From an optimization exercise on the open Yosys and OpenROAD flow, aimed at small area, a short achievable clock period and few clock cycles; shortcuts taken in it are not production practice. At most, simulation tests tie the RTL to the original design; equivalence was not proved. For run 2, only the layout was checked, not whether the RTL still works. No activity file was given, so power comes from the tool's default toggle rates.

`design/flow/design.v`:
```
module cmdproc (
    input  wire        clk,
    input  wire        rst,           
    input  wire        start,
    input  wire [63:0] start_base,
    input  wire [31:0] start_count,
    output wire        idle,
    output wire        done,
    output wire        faulted,
    output wire [2:0]  f_code,
    output wire        f_hdr_valid,
    output wire [63:0] f_hdr_addr,
    output wire [31:0] f_hdr_word,
    output wire        f_call_valid,
    output wire [13:0] f_method,
    output wire [2:0]  f_subch,
    output wire [1:0]  f_argi,
    output wire        f_value_valid,
    output wire [31:0] f_value,
    output wire        xl_req,
    output wire [63:0] xl_va,
    input  wire        xl_rsp,
    input  wire        xl_err,
    input  wire [63:0] xl_pa,
    output wire        rd_req,
    output wire [63:0] rd_addr,
    input  wire        rd_rsp,
    input  wire        rd_err,
    input  wire [31:0] rd_data,
    output wire        ev_valid,
    output wire [2:0]  ev_kind,
    output wire [13:0] ev_method,
    output wire [2:0]  ev_subch,
    output wire [31:0] ev_value,
    output wire [1:0]  ev_rem,
    output wire [1:0]  ev_len,
    output wire [31:0] ev_code0,
    output wire [31:0] ev_code1,
    output wire [31:0] ev_code2
);
    localparam [2:0] EV_SUBMIT = 3'd4;
    localparam [2:0] EV_DIAG   = 3'd5;
    localparam [2:0] F_UNKNOWN_MODE       = 3'd1;
    localparam [2:0] F_INCREASE_ONCE_ZERO = 3'd2;
    localparam [2:0] F_BIND_CONFLICT      = 3'd3;
    localparam [2:0] F_UNBOUND_SUBCHANNEL = 3'd4;
    localparam [2:0] F_UNKNOWN_ENGINE     = 3'd5;
    localparam [2:0] F_MACRO_NO_ENTRY     = 3'd6;
    localparam [2:0] F_PORT               = 3'd7;
    reg         st_idle;       
    reg         st_xl;         
    reg         st_hq;         
    reg         st_hw;         
    reg         st_aw;         
    reg         st_inl;        
    reg         st_rew;        
    reg         st_flt;        
    reg  [7:0]  bound;
    reg  [1:0]  cls [0:7];
    reg         mac_act;
    reg  [31:0] mac_entry;
    reg  [1:0]  mac_len;
    reg  [31:0] mac_code0;     
    reg  [31:0] mac_code1;
    reg  [63:0] cur;           
    reg  [2:0]  hmid;          
    reg         hcy;           
    reg  [31:0] rcnt;          
    reg         pos;           
    reg         ovf;           
    reg  [31:0] hdr;
    reg  [1:0]  argi;
    reg  [13:0] cmeth;
    reg         cfault;        
    reg         cev;           
    reg  [2:0]  ckind;
    reg         clast;         
    reg  [2:0]  fcode;
    reg         fpa;           
    reg         q_hwa;         
    reg         q_hwp;         
    reg         q_hwd;         
    reg         q_awq;         
    reg         q_awd;         
    reg         q_awe;         
    reg         q_qp;          
    reg         q_qd;          
    reg         q_ie;          
    reg         sv_rd, sv_in, sv_me;
    reg         s0_rd, s0_in, s0_rg;
    reg         s1_rd, s1_in, s1_rg;
    reg         s2_rd, s2_in;
    wire [2:0]  h_mode = hdr[31:29];
    wire [2:0]  h_sc   = hdr[15:13];
    wire [1:0]  h_n    = hdr[17:16];
    wire        h_inl  = (h_mode == 3'd5);
    wire [1:0]  crem   = h_inl ? 2'd0 : (h_n - argi - 2'd1);
    wire [31:0] inl32  = {21'd0, hdr[28:18]};
    wire [2:0]  r_mode = rd_data[31:29];
    wire [1:0]  r_n    = rd_data[17:16];
    wire [2:0]  r_sc   = rd_data[15:13];
    wire        r_inl  = (r_mode == 3'd5);
    wire        r_nz   = rd_data[17] | rd_data[16];
    wire        r_bad  = r_mode[2] & r_mode[1];                     
    wire        r_le4  = ~r_mode[2] | ~(r_mode[1] | r_mode[0]);      
    function [4:0] outcome;    
        input [13:0] m;
        input        last;
        input        bnd;
        input [1:0]  cl;
        input        act;
        begin
            if (m == 14'h47)       outcome = 5'b00_000;
            else if (m == 14'h46)  outcome = act ? {1'b0, last, EV_SUBMIT} : 5'b10_000;
            else if (m == 14'h00)  outcome = bnd ? 5'b10_000 : 5'b00_000;
            else if (m < 14'h100)  outcome = {2'b01, EV_DIAG};
            else if (!bnd || cl == 2'd0) outcome = 5'b10_000;
            else                   outcome = {2'b01, 1'b0, cl};
        end
    endfunction
    wire        last0 = r_inl | (r_n == 2'd1);
    wire [4:0]  oc0 = outcome({1'b0, rd_data[12:0]}, last0,
                              bound[r_sc], cls[r_sc], mac_act);
    wire        c_bind = (cmeth == 14'h00);
    wire        c_m47  = (cmeth == 14'h47);
    wire        c_m46  = (cmeth == 14'h46);
    wire        inc    = (h_mode[2:1] == 2'b00) | ((h_mode == 3'd4) & (argi == 2'd0));
    wire [13:0] nmeth  = cmeth + {13'd0, inc};
    wire        lastn  = (h_n == (argi + 2'd2));
    wire [4:0]  ocn = outcome(nmeth, lastn,
                              bound[h_sc] | c_bind, cls[h_sc], mac_act | c_m47);
    wire [2:0]  dcode = c_m46  ? F_MACRO_NO_ENTRY :
                        c_bind ? F_BIND_CONFLICT :
                        bound[h_sc] ? F_UNKNOWN_ENGINE : F_UNBOUND_SUBCHANNEL;
    wire        xok   = xl_rsp & ~xl_err;
    wire        rok   = rd_rsp & ~rd_err;
    wire        x_ovf = (&xl_pa[63:2]) & (|xl_pa[1:0]);
    wire        areq = rok & ((q_hwa & r_nz & r_le4) | (q_awq & ~clast));
    wire        hreq = (rok & ((q_hwp & ~r_mode[2] & ~r_nz) | (q_awq & clast))) | q_qp;
    assign rd_req  = (rok & ((~r_mode[2] & ((q_hwa & r_nz) | q_hwp)) |
                             (q_hwa & r_nz & ~r_mode[1] & ~r_mode[0]) |
                             q_awq)) | q_qp;
    assign done    = (rok & ((q_hwd & ~r_mode[2] & ~r_nz) | q_awd)) | q_qd;
    wire   done_c  = (rok & q_awd) | q_qd;
    assign idle    = st_idle | (done_c & start);
    assign faulted = st_flt;
    assign xl_req  = start & (st_idle | done_c);
    assign xl_va   = start_base;
    assign rd_addr = cur;
    wire        disp  = (st_aw & rok) | st_inl;
    wire        dok   = disp & ~cfault;
    wire        dlast = dok & clast;
    wire [31:0] val   = st_inl ? inl32 : rd_data;
    assign ev_valid  = (rok & q_awe) | q_ie;
    assign ev_kind   = ckind;
    assign ev_method = cmeth;
    assign ev_subch  = h_sc;
    assign ev_value  = ({32{sv_rd}} & rd_data) | ({32{sv_in}} & inl32) |
                       ({32{sv_me}} & mac_entry);
    assign ev_rem    = crem;
    assign ev_len    = mac_len + 2'd1;
    assign ev_code0  = ({32{s0_rd}} & rd_data) | ({32{s0_in}} & inl32) |
                       ({32{s0_rg}} & mac_code0);
    assign ev_code1  = ({32{s1_rd}} & rd_data) | ({32{s1_in}} & inl32) |
                       ({32{s1_rg}} & mac_code1);
    assign ev_code2  = ({32{s2_rd}} & rd_data) | ({32{s2_in}} & inl32);
    wire f_disp = (fcode != F_UNKNOWN_MODE) & (fcode != F_INCREASE_ONCE_ZERO) &
                  (fcode != F_PORT);
    assign f_code        = fcode;
    assign f_hdr_valid   = (fcode != F_PORT) | fpa;
    assign f_hdr_addr    = cur;
    assign f_hdr_word    = hdr;
    assign f_call_valid  = f_disp | ((fcode == F_PORT) & fpa);
    assign f_method      = cmeth;
    assign f_subch       = h_sc;
    assign f_argi        = argi;
    assign f_value_valid = f_disp;
    assign f_value       = mac_code0;
    wire hw_in  = st_hw & rok;                          
    wire adv    = dok & ~clast;                         
    wire flt_port0 = (st_xl & xl_rsp & xl_err) | (st_hq & pos & ovf) |
                     (st_hw & rd_rsp & rd_err) |
                     (hw_in & ~r_mode[2] & ~r_nz & pos & ovf) |
                     (dlast & pos & ovf);
    wire flt_port1 = (hw_in & r_nz & r_le4 & ovf) |
                     (st_aw & rd_rsp & rd_err) |
                     (adv & st_aw & ovf);
    wire flt_mode  = hw_in & r_bad;
    wire flt_ioz   = hw_in & (r_mode == 3'd4) & ~r_nz;
    wire flt_disp  = disp & cfault;
    wire flt_any   = flt_port0 | flt_port1 | flt_mode | flt_ioz | flt_disp;
    wire n_hq  = ~rst & st_xl & xok;
    wire n_hw  = ~rst & (hreq | (st_hw & ~rd_rsp));
    wire n_aw  = ~rst & (areq | (st_aw & ~rd_rsp));
    wire n_inl = ~rst & hw_in & r_inl;
    wire        mid_cy = &cur[4:2];
    wire        hi_c   = st_rew ? hcy : mid_cy;
    wire [58:0] hi_x   = cur[63:5] ^ {59{st_rew}};
    wire [7:0]  grp_all;
    wire [7:0]  grp_in;
    wire [58:0] hi_p;
    genvar g, b;
    generate
        for (g = 0; g < 8; g = g + 1) begin : grp
            localparam integer W = (g == 7) ? 3 : 8;
            wire [W:0] p;
            assign p[0] = grp_in[g];
            for (b = 0; b < W; b = b + 1) begin : bit_
                assign hi_p[8*g+b] = p[b];
                assign p[b+1] = p[b] & hi_x[8*g+b];
            end
            assign grp_all[g] = &hi_x[8*g + W - 1 : 8*g];
        end
        assign grp_in[0] = hi_c;
        for (g = 1; g < 8; g = g + 1) begin : gcarry
            assign grp_in[g] = grp_in[g-1] & grp_all[g-1];
        end
    endgenerate
    wire [2:0]  mid_n  = st_rew ? hmid : cur[4:2] + 3'd1;
    wire [63:0] cur_n  = {cur[63:5] ^ hi_p, mid_n, cur[1:0]};
    wire        ovf_r  = (&cur[63:3]) & (|cur[2:0]);        
    wire        n_ovf  = (st_xl & xok) ? x_ovf : (hreq | areq) ? ovf_r : ovf;
    wire        n_pos  = (idle & start) ? (start_count != 32'd0) :
                         ((hreq | areq) & pos) ? (rcnt != 32'd1) : pos;
    wire [4:0]  n_oc   = hw_in ? oc0 : adv ? ocn : {cfault, cev, ckind};
    wire        n_last = hw_in ? last0 : adv ? lastn : clast;
    wire        n_cf   = n_oc[4];
    wire        n_ce   = n_oc[3];
    wire        n_sub  = n_oc[2] & ~n_oc[0];
    wire [1:0]  n_mlen = rst ? 2'd0 :
                         (dok & (c_m47 | (c_m46 & clast))) ? 2'd0 :
                         (dok & c_m46) ? mac_len + 2'd1 : mac_len;
    always @(posedge clk) begin
        st_hq  <= n_hq;
        st_hw  <= n_hw;
        st_aw  <= n_aw;
        st_inl <= n_inl;
        q_hwa  <= n_hw & ~n_ovf;
        q_hwp  <= n_hw & ~n_ovf & n_pos;
        q_hwd  <= n_hw & ~n_pos;
        q_awq  <= n_aw & ~n_cf & ~n_ovf & (~n_last | n_pos);
        q_awd  <= n_aw & ~n_cf & n_last & ~n_pos;
        q_awe  <= n_aw & n_ce;
        q_qp   <= (n_hq | (n_inl & ~n_cf)) & n_pos & ~n_ovf;
        q_qd   <= (n_hq | (n_inl & ~n_cf)) & ~n_pos;
        q_ie   <= n_inl & n_ce;
        sv_rd  <= ~n_inl & ~n_sub;
        sv_in  <= n_inl & ~n_sub;
        sv_me  <= n_sub;
        s0_rd  <= ~n_inl & (n_mlen == 2'd0);
        s0_in  <= n_inl & (n_mlen == 2'd0);
        s0_rg  <= (n_mlen != 2'd0);
        s1_rd  <= ~n_inl & (n_mlen == 2'd1);
        s1_in  <= n_inl & (n_mlen == 2'd1);
        s1_rg  <= (n_mlen != 2'd1);
        s2_rd  <= ~n_inl;
        s2_in  <= n_inl;
        mac_len <= n_mlen;
        if (rst) begin
            st_idle <= 1'b1;
            st_xl   <= 1'b0;
            st_rew  <= 1'b0;
            st_flt  <= 1'b0;
            bound   <= 8'd0;
            mac_act <= 1'b0;
        end else begin
            st_idle <= (st_idle | done) & ~(idle & start);
            st_xl   <= (idle & start) | (st_xl & ~xl_rsp);
            st_rew  <= flt_any;
            st_flt  <= st_flt | st_rew;
            if (dok) begin
                if (c_m47) begin
                    mac_act   <= 1'b1;
                    mac_entry <= val;
                end else if (c_m46) begin
                    if (clast)
                        mac_act <= 1'b0;
                end else if (c_bind) begin
                    bound[h_sc] <= 1'b1;
                end
            end
        end
        if (dok & c_bind)
            cls[h_sc] <= (val == 32'h20) ? 2'd1 :
                         (val == 32'h07) ? 2'd2 :
                         (val == 32'h30) ? 2'd3 : 2'd0;
        if ((dok & c_m46 & ~clast & (mac_len == 2'd0)) | flt_disp)
            mac_code0 <= val;
        if (dok & c_m46 & ~clast & (mac_len == 2'd1))
            mac_code1 <= rd_data;      
        ovf <= n_ovf;
        pos <= n_pos;
        if (idle & start)
            rcnt <= start_count;
        else if ((hreq | areq) & pos)
            rcnt <= rcnt - 32'd1;
        if (st_xl & xok)
            cur <= xl_pa;
        else if (hreq | areq | st_rew)
            cur <= cur_n;
        if (hreq) begin
            hmid <= cur[4:2];
            hcy  <= mid_cy;
        end else if (areq)
            hcy  <= hcy | mid_cy;
        {cfault, cev, ckind} <= n_oc;
        clast <= n_last;
        if (hw_in) begin
            hdr   <= rd_data;
            argi  <= 2'd0;
            cmeth <= {1'b0, rd_data[12:0]};
        end else if (adv) begin
            argi  <= argi + 2'd1;
            cmeth <= nmeth;
        end
        if (flt_port0 | flt_port1) begin
            fcode <= F_PORT;
            fpa   <= flt_port1;
        end else if (flt_mode)
            fcode <= F_UNKNOWN_MODE;
        else if (flt_ioz)
            fcode <= F_INCREASE_ONCE_ZERO;
        else if (flt_disp)
            fcode <= dcode;
    end
endmodule
```
`design/flow/flow/run.sh`:
```
#!/bin/bash
# Standard layout, with the port buffers made from the smallest buffer cell
# and a clock tree of clusters of about 16 flip-flops, without dummy loads.
set -e
export BUFFER_PORTS_ARGS="-buffer_cell sky130_fd_sc_hd__buf_1"
export CTS_ARGS="-sink_clustering_enable -repair_clock_nets -dont_use_dummy_load -buf_list sky130_fd_sc_hd__clkbuf_8 -sink_clustering_size 16 -sink_clustering_max_diameter 80"
bash standard.sh > standard.log 2>&1
```
`design/flow/standard.sh`:
```
#!/bin/bash
# synth_recipe.tcl (not shown) runs the flow's synth.tcl, then flattens the netlist and writes it again
# the make line also repeats each setting of config.mk as NAME=value (left out here)
make -C /OpenROAD-flow-scripts/flow DESIGN_CONFIG=/design/flow/config.mk WORK_HOME=/design/flow/orfs CLKGATE_MAP_FILE= SYNTH_SCRIPT=/design/flow/synth_recipe.tcl "${@:-finish}"
```
`design/flow/config.mk`:
```
export PLATFORM = sky130hd
export DESIGN_NAME = cmdproc
export DESIGN_NICKNAME = cmdproc
export VERILOG_FILES = /design/flow/design.v
export SDC_FILE = /design/flow/constraint.sdc
export NUM_CORES = 4
export LEC_CHECK = 0
export CAP_MARGIN = 20
export CORE_MARGIN = 2
export CORE_UTILIZATION = 40
export SETUP_SLACK_MARGIN = 5
export SLEW_MARGIN = 20
export TNS_END_PERCENT = 4
```
`design/flow/constraint.sdc`:
```
create_clock -name core_clock -period 8.0 [get_ports {clk}]
set_input_delay 1.6000 -clock core_clock [delete_from_list [all_inputs] [get_ports {clk}]]
set_output_delay 1.6000 -clock core_clock [all_outputs]
set_load 0.01 [all_outputs]
```
==> results of run 1 <==
## worst min-delay path by stage
stage	start	cells after the start	slack, ns	endpoint
floorplan	st_xl$_SDFF_PP0_	2	0.46	st_xl$_SDFF_PP0_
global placement	st_flt$_SDFF_PP0_	2	0.48	st_flt$_SDFF_PP0_
detailed placement	st_flt$_SDFF_PP0_	2	0.50	st_flt$_SDFF_PP0_
CTS	st_flt$_SDFF_PP0_	2	0.52	st_flt$_SDFF_PP0_
global route	st_flt$_SDFF_PP0_	2	0.52	st_flt$_SDFF_PP0_
finish	st_flt$_SDFF_PP0_	2	0.51	st_flt$_SDFF_PP0_
## per-layer routing
layer  vias to the layer above  wire, um  track usage  part of all wire
li1                       7206         -            -                 -
met1                      7894     27110       0.3580              0.39
met2                      1013     32880       0.4591              0.48
met3                        95      6631      0.05423             0.097
met4                         0      2085      0.07352             0.030
met5                         -         0            0                 0
## cells by family (layout without fill, tap and decap cells)
logic type | count (synthesis) | in the layout | synth area share
and+or+nand+nor | 642 | 642 | 0.1862
AOI/OAI and AO/OA | 365 | 365 | 0.1412
DFF | 313 | 313 | 0.4887
buffers and inverters | 311 | 692 | 0.09664
xor gates and xnor gates | 120 | 120 | 0.05798
muxes | 28 | 28 | 0.02029
adders and majority gates | 13 | 13 | 0.008974
other | 0 | 2 | 0
## worst register-to-register path: stages (launching register included)
cell and delay [ns]:
edfxtp_1 0.59, ha_1 0.22, ha_1 0.23, nand3b_1 0.11, o2bb2a_4 0.25, or3_4 0.43
nor4_4 0.21, buf_4 0.31, nand4_1 0.22, o21a_1 0.24, o31a_1 0.27
## stage by stage
stage	cell area, sq um	hold WS (ns)	utilization	power [mW]
2_1_floorplan	18170	0.4627	-	2.159
3_3_place_gp	19530	0.4816	0.4388	2.300
3_5_place_dp	19530	0.5014	0.4388	2.304
4_1_cts	20330	0.5186	0.4568	3.152
5_1_grt	21100	0.5233	0.4740	3.271
6_report	21100	0.5104	0.4740	3.159
## synthesized netlist by cell type (16+ instances only)
cell type	n	area (sq um)
a21oi_1	55	275.3
a222oi_1	33	330.3
a22o_1	75	656.9
a31oi_1	16	100.1
and2_1	30	187.7
buf_4	149	1119
clkbuf_1	75	281.5
dfxtp_1	54	1081
edfxtp_1	259	7777
inv_1	71	266.5
nand2_1	178	668.1
nand2b_1	25	156.4
nand3_1	33	165.2
nand4_1	49	306.5
nor2_1	126	473.0
nor2b_1	26	162.7
nor3_1	43	215.2
nor4_1	30	187.7
o21ai_0	99	495.5
xnor2_1	62	543.0
xor2_1	58	508.0
## power groups by stage
stage / registers [mW] / logic, mW / clock network [mW]
CTS: 1.86 / 0.443 / 0.851
finish: 1.86 / 0.466 / 0.833
global route: 1.87 / 0.505 / 0.900
floorplan: 1.89 / 0.274 / 0
global placement: 1.89 / 0.406 / 0
detailed placement: 1.90 / 0.408 / 0
## cell type report
type / count / area share
sequential: 313 / 0.4201
multi-input combinational: 1168 / 0.3699
timing repair buffer: 590 / 0.1420
tap: 592 / 0.03511
clock buffer: 26 / 0.01696
inverter: 73 / 0.01477
timing repair inverter: 3 / 0.0008896
antenna: 2 / 0.0002372
## layout by cell type (no fill, tap or decap), drive strengths merged, types with 13 or more instances in the layout
master	count
edfxtp	259
nand3b	13
nand2b	25
and2	30
nand4	49
ha	13
a22o	75
a31oi	16
nand3	34
a222oi	33
xnor2	62
nor2b	26
inv	71
nor4	33
dfxtp	54
nor3	47
nand2	178
o21ai	111
or3	14
nor2	126
xor2	58
buf	583
a21oi	55
clkbuf	31
## flip-flops by register name, indices dropped and copies added (netlist names), 2 cells and up, named ones only
signal,flops
argi,2
bound,8
ckind,3
cls,16
cmeth,14
cur,64
fcode,3
hdr,32
hmid,3
mac_code0,32
mac_code1,32
mac_entry,32
mac_len,2
rcnt,32
## what timing repair did
| item | CTS | global route |
|---|---|---|
| cloned | 4 | 6 |
| buffers inserted | 18 | 30 |
| resized for setup | 79 | 97 |
| endpoints found under the setup margin | 598 | 625 |
| pin swaps | 12 | 19 |
==> flow_metrics.tcl, run 1 <==
set metrics [dict create \
    num_rows 77 \
    routedWlPerCell_um 24.83 \
    synth.distinct_cells 88 \
    worst_ep_arrival_time_ns 2.60 \
    fin_skew_ns 0.1229 \
    synth.avg_cell_area_sq_um 10.12 \
    synth.yosys.warnings 1 \
    slew_viol_final 0 \
    r2r_cells 10 \
    grt_max_degree 63 \
    leakage_nw 6.932 \
    period_needed_ns 4.196 \
    cts.clk_slew.worst_paths_ns 0.11 \
    synthFlopType "edfxtp_1" \
    finalHoldViolations 0 \
    holdCritPathClass "flop to flop" \
    drtAntennaViolNets 0 \
    rr_endpoint "cur[54]$_DFFE_PP_" \
    p_sw_mw 0.8783 \
    drtIter0Drc 1869 \
    start_kind "input port" \
    htree_levels 1 \
    r2r_slack_ns 4.67 \
    synth_area_sq_um 18130 \
    path_cells "buf_1 > buf_6 > or2_4 > nand3_2 > nand3_1 > a21o_1 > buf_4" \
    maxCapViolCount 0 \
    die_h_um 216.9 \
    track_usage 0.2726 \
    cts_tree "built" \
    max_slew_margin 0.3764 \
    drt-pass1-iter-count 8 \
    p_int_mw 2.281 \
    synth_edf_count 259 \
    grt_pass1_wl_um 97690 \
    ios 638 \
    r2r-start "cur[2]$_DFFE_PP_" \
    ys_async_sr_fraction 0 \
    setup_ws_ns 3.804 \
    die-area_sq_um 47030 \
    seqPwrFrac 0.589 \
    clk-insertion-delay-late_ns 0.65 \
    viasPerCell 5.858 \
    area_growth_pct 16.39 \
    clockPowerShare 0.264 \
    cts.path.max_buffers 3 \
    root_buffer "clkbuf_8" \
    multi_input_area_sq_um 7804 \
    period_share 0.5245 \
    finalWirelength_um 68700 \
    p_per_area_nw_per_um2 149.8 \
    antenna_found_initial 3 \
    via_count 16208 \
    nets 2387 \
    status "complete, no violations" \
    cts_made_buffers 26 \
    route.detailed.drc 0 \
    cpMaxStageDelayCell "or2_4" \
    placedCellCount 2680 \
    fin_cells 2767 \
    nFillCells 4261 \
    max_stage_delay_ns 0.26 \
    drive_gt1_frac 0.1026 \
    cp_max_fo 3 \
    seq_area_frac_synth 0.4887 \
    io_buffers 509 \
    fmax_mhz 238.3 \
    rsz0062_at_grt "yes" \
    cp-startpoint "rd_data[16]" \
    die_w_um 216.9 \
    worstPathRequired_ns 6.40 \
    critPathTopFamily "simple AND/OR/NAND/NOR gates" \
    worstMarginPinSlew_ns 0.9355 \
    dp_hpwl_um 47960 \
    cp_num_buf_inv 3 \
    cts.hold.buffers_added 0 \
    place_ws_ns 2.790 \
    setup_viol 0 \
    vdd_ir_drop_max_mv 0.1115 \
    cts_sinks 313 \
    start_util 0.4072 \
    worstSetupPathType "input port to primary output" \
    grt_pass1_vias 15171 \
    gp_congestion 0.9188 \
    worstSetupPathDepth 7 \
    fp.coreArea_sq_um 44510 \
    crit_path_end "rd_req" \
    end_kind "primary output" \
    syn_inst 1792 \
    synth-seq-cells 313 \
    syn-num-nets 2004 \
    p_sw_frac 0.2780 \
    p_comb_frac 0.147 \
    regArea_sq_um 8862 \
    overflow 0 \
    fin_setup_tns_ns 0 \
]
Testbench counts, summed over its fixed seeds: cycles 20,254.
==> run 2, diff against run 1 <==
--- a/design/flow/design.v
+++ b/design/flow/design.v
@@ -90,3 +90,3 @@
     reg         s0_rd, s0_in, s0_rg;
-    reg         s1_rd, s1_in, s1_rg;
+    reg         s1_rd, s1_rg;
     reg         s2_rd, s2_in;
@@ -136,8 +136,9 @@
     wire        rok   = rd_rsp & ~rd_err;
-    wire        x_ovf = (&xl_pa[63:2]) & (|xl_pa[1:0]);
     wire        areq = rok & ((q_hwa & r_nz & r_le4) | (q_awq & ~clast));
-    wire        hreq = (rok & ((q_hwp & ~r_mode[2] & ~r_nz) | (q_awq & clast))) | q_qp;
+    wire        hq_rd;         
+    wire        hreq = (rok & ((q_hwp & ~r_mode[2] & ~r_nz) | (q_awq & clast))) | q_qp |
+                       hq_rd;
     assign rd_req  = (rok & ((~r_mode[2] & ((q_hwa & r_nz) | q_hwp)) |
                              (q_hwa & r_nz & ~r_mode[1] & ~r_mode[0]) |
-                             q_awq)) | q_qp;
+                             q_awq)) | q_qp | hq_rd;
     assign done    = (rok & ((q_hwd & ~r_mode[2] & ~r_nz) | q_awd)) | q_qd;
@@ -163,4 +164,3 @@
                        ({32{s0_rg}} & mac_code0);
-    assign ev_code1  = ({32{s1_rd}} & rd_data) | ({32{s1_in}} & inl32) |
-                       ({32{s1_rg}} & mac_code1);
+    assign ev_code1  = ({32{s1_rd}} & rd_data) | ({32{s1_rg}} & mac_code1);
     assign ev_code2  = ({32{s2_rd}} & rd_data) | ({32{s2_in}} & inl32);
@@ -180,3 +180,3 @@
     wire adv    = dok & ~clast;                         
-    wire flt_port0 = (st_xl & xl_rsp & xl_err) | (st_hq & pos & ovf) |
+    wire flt_port0 = (st_xl & xl_rsp & xl_err) | (st_hq & pos & hq_ovf) |
                      (st_hw & rd_rsp & rd_err) |
@@ -220,4 +220,7 @@
     wire [63:0] cur_n  = {cur[63:5] ^ hi_p, mid_n, cur[1:0]};
-    wire        ovf_r  = (&cur[63:3]) & (|cur[2:0]);        
-    wire        n_ovf  = (st_xl & xok) ? x_ovf : (hreq | areq) ? ovf_r : ovf;
+    wire        top_1  = &cur[63:3];
+    wire        ovf_r  = top_1 & (|cur[2:0]);            
+    wire        hq_ovf = top_1 & cur[2] & (|cur[1:0]);   
+    assign      hq_rd  = st_hq & pos & ~hq_ovf;
+    wire        n_ovf  = (hreq | areq) ? ovf_r : ovf;
     wire        n_pos  = (idle & start) ? (start_count != 32'd0) :
@@ -243,3 +246,3 @@
         q_awe  <= n_aw & n_ce;
-        q_qp   <= (n_hq | (n_inl & ~n_cf)) & n_pos & ~n_ovf;
+        q_qp   <= n_inl & ~n_cf & n_pos & ~n_ovf;
         q_qd   <= (n_hq | (n_inl & ~n_cf)) & ~n_pos;
@@ -253,3 +256,2 @@
         s1_rd  <= ~n_inl & (n_mlen == 2'd1);
-        s1_in  <= n_inl & (n_mlen == 2'd1);
         s1_rg  <= (n_mlen != 2'd1);
==> design/flow/flow/run.sh (replaced) <==
#!/bin/bash
# Standard layout, with the port buffers made from the smallest buffer cell
# and a clock tree of small buffers without dummy loads.
set -e
export BUFFER_PORTS_ARGS="-buffer_cell sky130_fd_sc_hd__buf_1"
export CTS_ARGS="-sink_clustering_enable -repair_clock_nets -dont_use_dummy_load -buf_list sky130_fd_sc_hd__clkbuf_4"
bash standard.sh > standard.log 2>&1
--- a/design/flow/config.mk
+++ b/design/flow/config.mk
@@ -12,2 +12,2 @@
 export SLEW_MARGIN = 20
-export TNS_END_PERCENT = 4
+export TNS_END_PERCENT = 0
==> flow_metrics.tcl, run 2 <==
set metrics [dict create \
    status "complete, no violations" \
    drtIter0Drc 1443 \
    antenna_found_initial 1 \
    route.met3.wl_um 5432 \
    dp_hpwl_um 43180 \
    synth.distinct_cells 77 \
    track_usage 0.2565 \
    synth_area_sq_um 17830 \
    mostFrequentLayoutCell "buf_1" \
    area_growth_pct 15.56 \
    layout_common_cells "buf_1, edfxtp_1, nand2_1" \
    synth_top_cell_by_area "edfxtp_1" \
    synthFlopType "edfxtp_1" \
    top_register "cur" \
    synth.area.mux_share 0.02463 \
    cts_sinks 312 \
    postPlaceCellArea_sq_um 19170 \
    seqPwrFrac 0.549 \
    route.met2.wl_um 29440 \
    design_area_sq_um 20600 \
    seq_area_frac_synth 0.4957 \
    end_kind "primary output" \
    grt_pass1_wl_um 91240 \
    synth.top_cells.by_count "edfxtp_1, nand2_1, buf_4" \
    leakage_nw 6.944 \
    synth_xor_xnor_area_share 0.06288 \
    drive_gt1_frac 0.1160 \
    drt-pass1-iter-count 7 \
    place_ws_ns 3.225 \
    die-area_sq_um 46280 \
    holdPathEnd "st_flt$_SDFF_PP0_" \
    hold_depth 2 \
    fmax_mhz 236.0 \
    syn_inst 1754 \
    hp-start "st_flt$_SDFF_PP0_" \
    slew_viol_final 0 \
    yosysMostFrequentCell "edfxtp_1" \
    drtAntennaViolNets 0 \
    grt_max_degree 95 \
    r2r_slack_ns 4.16 \
    htree_levels 3 \
    worstSetupPathType "input port to primary output" \
    p_comb_frac 0.114 \
    synth_top_family_by_area "simple AND/OR/NAND/NOR gates" \
    synth-simple-area-share 0.1757 \
    grt_pass1_vias 14771 \
    finalWirelength_um 62030 \
    cts_made_buffers 89 \
    synth_compound_area_frac 0.1356 \
    nets 2414 \
    overflow 0 \
    r2r_cells 8 \
    fin_skew_ns 0.1080 \
    route.detailed.drc 0 \
    synth.area.top_cells "edfxtp_1, buf_4, dfxtp_1" \
    period_needed_ns 4.238 \
    setup_viol 0 \
    die_w_um 215.1 \
    synth_top_area_frac 0.4362 \
    p_sw_frac 0.2728 \
    via_count 15708 \
    rsz0062_at_grt "yes" \
    worstPathRequired_ns 6.40 \
    cp_max_fo 9 \
    worstMarginPinSlew_ns 1.123 \
    die_h_um 215.1 \
    num_rows 77 \
    clockPowerShare 0.338 \
    p_int_mw 2.467 \
    syn-num-nets 1967 \
    root_buffer "clkbuf_4" \
    synthAdderAreaFrac 0.009825 \
    start_kind "input port" \
    vdd_ir_drop_max_mv 0.1000 \
    post-route-util 0.4669 \
    wl_met1_um 25070 \
    r2r-start "st_rew$_SDFF_PP0_" \
    cts.hold.buffers_added 0 \
    whs_ns 0.4686 \
    p_sw_mw 0.9252 \
    cts.clk_slew.worst_paths_ns 0.05 \
    io_buffers 509 \
    rr_endpoint "cur[62]$_DFFE_PP_" \
    fin_setup_tns_ns 0 \
    holdCritPathClass "flop to flop" \
    worst_ep_arrival_time_ns 2.64 \
    cts_tree "built" \
    max_slew_margin 0.2496 \
    routed.top_layer "met4" \
    synth-seq-cells 312 \
    synth_edf_count 259 \
    setup_ws_ns 3.762 \
    start_util 0.4041 \
    ys_async_sr_fraction 0 \
    ios 638 \
    maxCapViolCount 0 \
    cts.path.max_buffers 3 \
    finalHoldViolations 0 \
    clk-insertion-delay-late_ns 0.84 \
    viasPerCell 5.624 \
    period_share 0.5297 \
    largest_reg_flops 64 \
    fp.coreArea_sq_um 44120 \
    synth.avg_cell_area_sq_um 10.17 \
    synth.yosys.warnings 1 \
    gp_congestion 0.8724 \
    p_per_area_nw_per_um2 164.6 \
    routedWlPerCell_um 22.21 \
]
run 2: cell count changes after synthesis, sizes merged, moves of 12 or more:
cell	previous run	this run
a22o	75	87
xor2	58	31
inv	72	52
a21oi	55	74
xnor2	62	97
nand4	49	23
nand2	178	160
nand3	34	49
run 2: timing repair:
item / CTS / global route
hold endpoints to repair: 0 / 0
cloned: 3 / 0
resized for setup: 32 / 14
buffers inserted: 18 / 49
setup endpoints to repair: 723 / 731
pin swaps: 2 / 4
run 2: critical path: stages:
cell and delay [ns]:
buf_1 0.56, a22o_1 0.27, buf_1 0.20
run 2: how the worst max path moves through the flow:
stage	from	end	cells past startpoint
2_1_floorplan	rd_err	xl_req	5
3_3_place_gp	rd_data[31]	done	5
3_5_place_dp	rd_rsp	cmeth[8]$_DFFE_PP_	7
4_1_cts	rd_rsp	xl_req	7
5_1_grt	rd_rsp	xl_req	7
6_report	rd_data[12]	ev_value[12]	3
run 2: cell type report:
| class | count | area [sq um] |
|---|---|---|
| inverters | 52 | 198.9 |
| clock buffers | 89 | 668.1 |
| flip-flops and latches | 312 | 8845 |
| diodes | 2 | 5.005 |
| multi-input cells | 1144 | 7381 |
| well taps | 592 | 740.7 |
| repair buffers | 602 | 2765 |
| fillers | 4270 | 23520 |
run 2: cell families (layout without fill, tap and decap cells):
kind of cell	count (synthesis)	count (layout)
multiplexers	36	36
adder cells (fa/ha/maj)	14	14
XOR/XNOR	128	128
AND/OR/NAND/NOR	615	615
flip-flops	312	312
AO/OA/AOI/OAI	351	351
buffers and inverters	298	743
other	0	2
run 2: power by group through the flow:
| stage | Clock [mW] | Combinational (mW) | Sequential, mW |
|---|---|---|---|
| 6_report | 1.15 | 0.385 | 1.86 |
| 5_1_grt | 1.25 | 0.419 | 1.86 |
| 4_1_cts | 1.18 | 0.365 | 1.86 |
| 3_5_place_dp | 0 | 0.334 | 1.90 |
| 3_3_place_gp | 0 | 0.331 | 1.90 |
| 2_1_floorplan | 0 | 0.244 | 1.89 |
run 2: metal layers:
metal,global-route usage,vias up
li1,-,7149
met1,0.3242,7614
met2,0.4163,797
met3,0.07176,148
met4,0.1000,0
met5,0,-
run 2: stage by stage:
stage,std cells,total power [mW]
detailed placement,2632,2.235
global placement,2632,2.229
floorplan,1754,2.130
finish,2793,3.392
global route,2793,3.534
CTS,2742,3.412

-- separate check: timing with driven ports --
The flow's constraints put no driver on any port. The routed layouts listed below were extracted and timed again, unchanged, in two steps.
Step 1 (the two cells are an assumption about what drives the block):
set clk [get_ports {clk}]
set_driving_cell -lib_cell sky130_fd_sc_hd__clkbuf_16 $clk
set_driving_cell -lib_cell sky130_fd_sc_hd__buf_2 [delete_from_list [all_inputs] $clk]
Step 2, shift: input delay + t, output delay - t, t = (earliest + latest rising clock arrival at the registers) / 2. This alone moves slack from input paths to output paths.
Three values: ideal ports, drivers, drivers and shift; two values: the first two.
| run | shift t [ns] | slack for setup (ns) | worst setup path at the end | worst data-port slew with drivers (ns) |
|---|---|---|---|---|
| run 1 | 0.642 | 3.804 / 3.782 / 3.728 | input to register | 0.16 |
| run 2 | 0.843 | 3.762 / 3.733 / 3.269 | input to register | 0.18 |
After both steps every run listed still meets setup and hold. For run 2, which loses most, drivers alone change the setup slack by -0.029 ns; drivers and shift together by -0.493 ns.
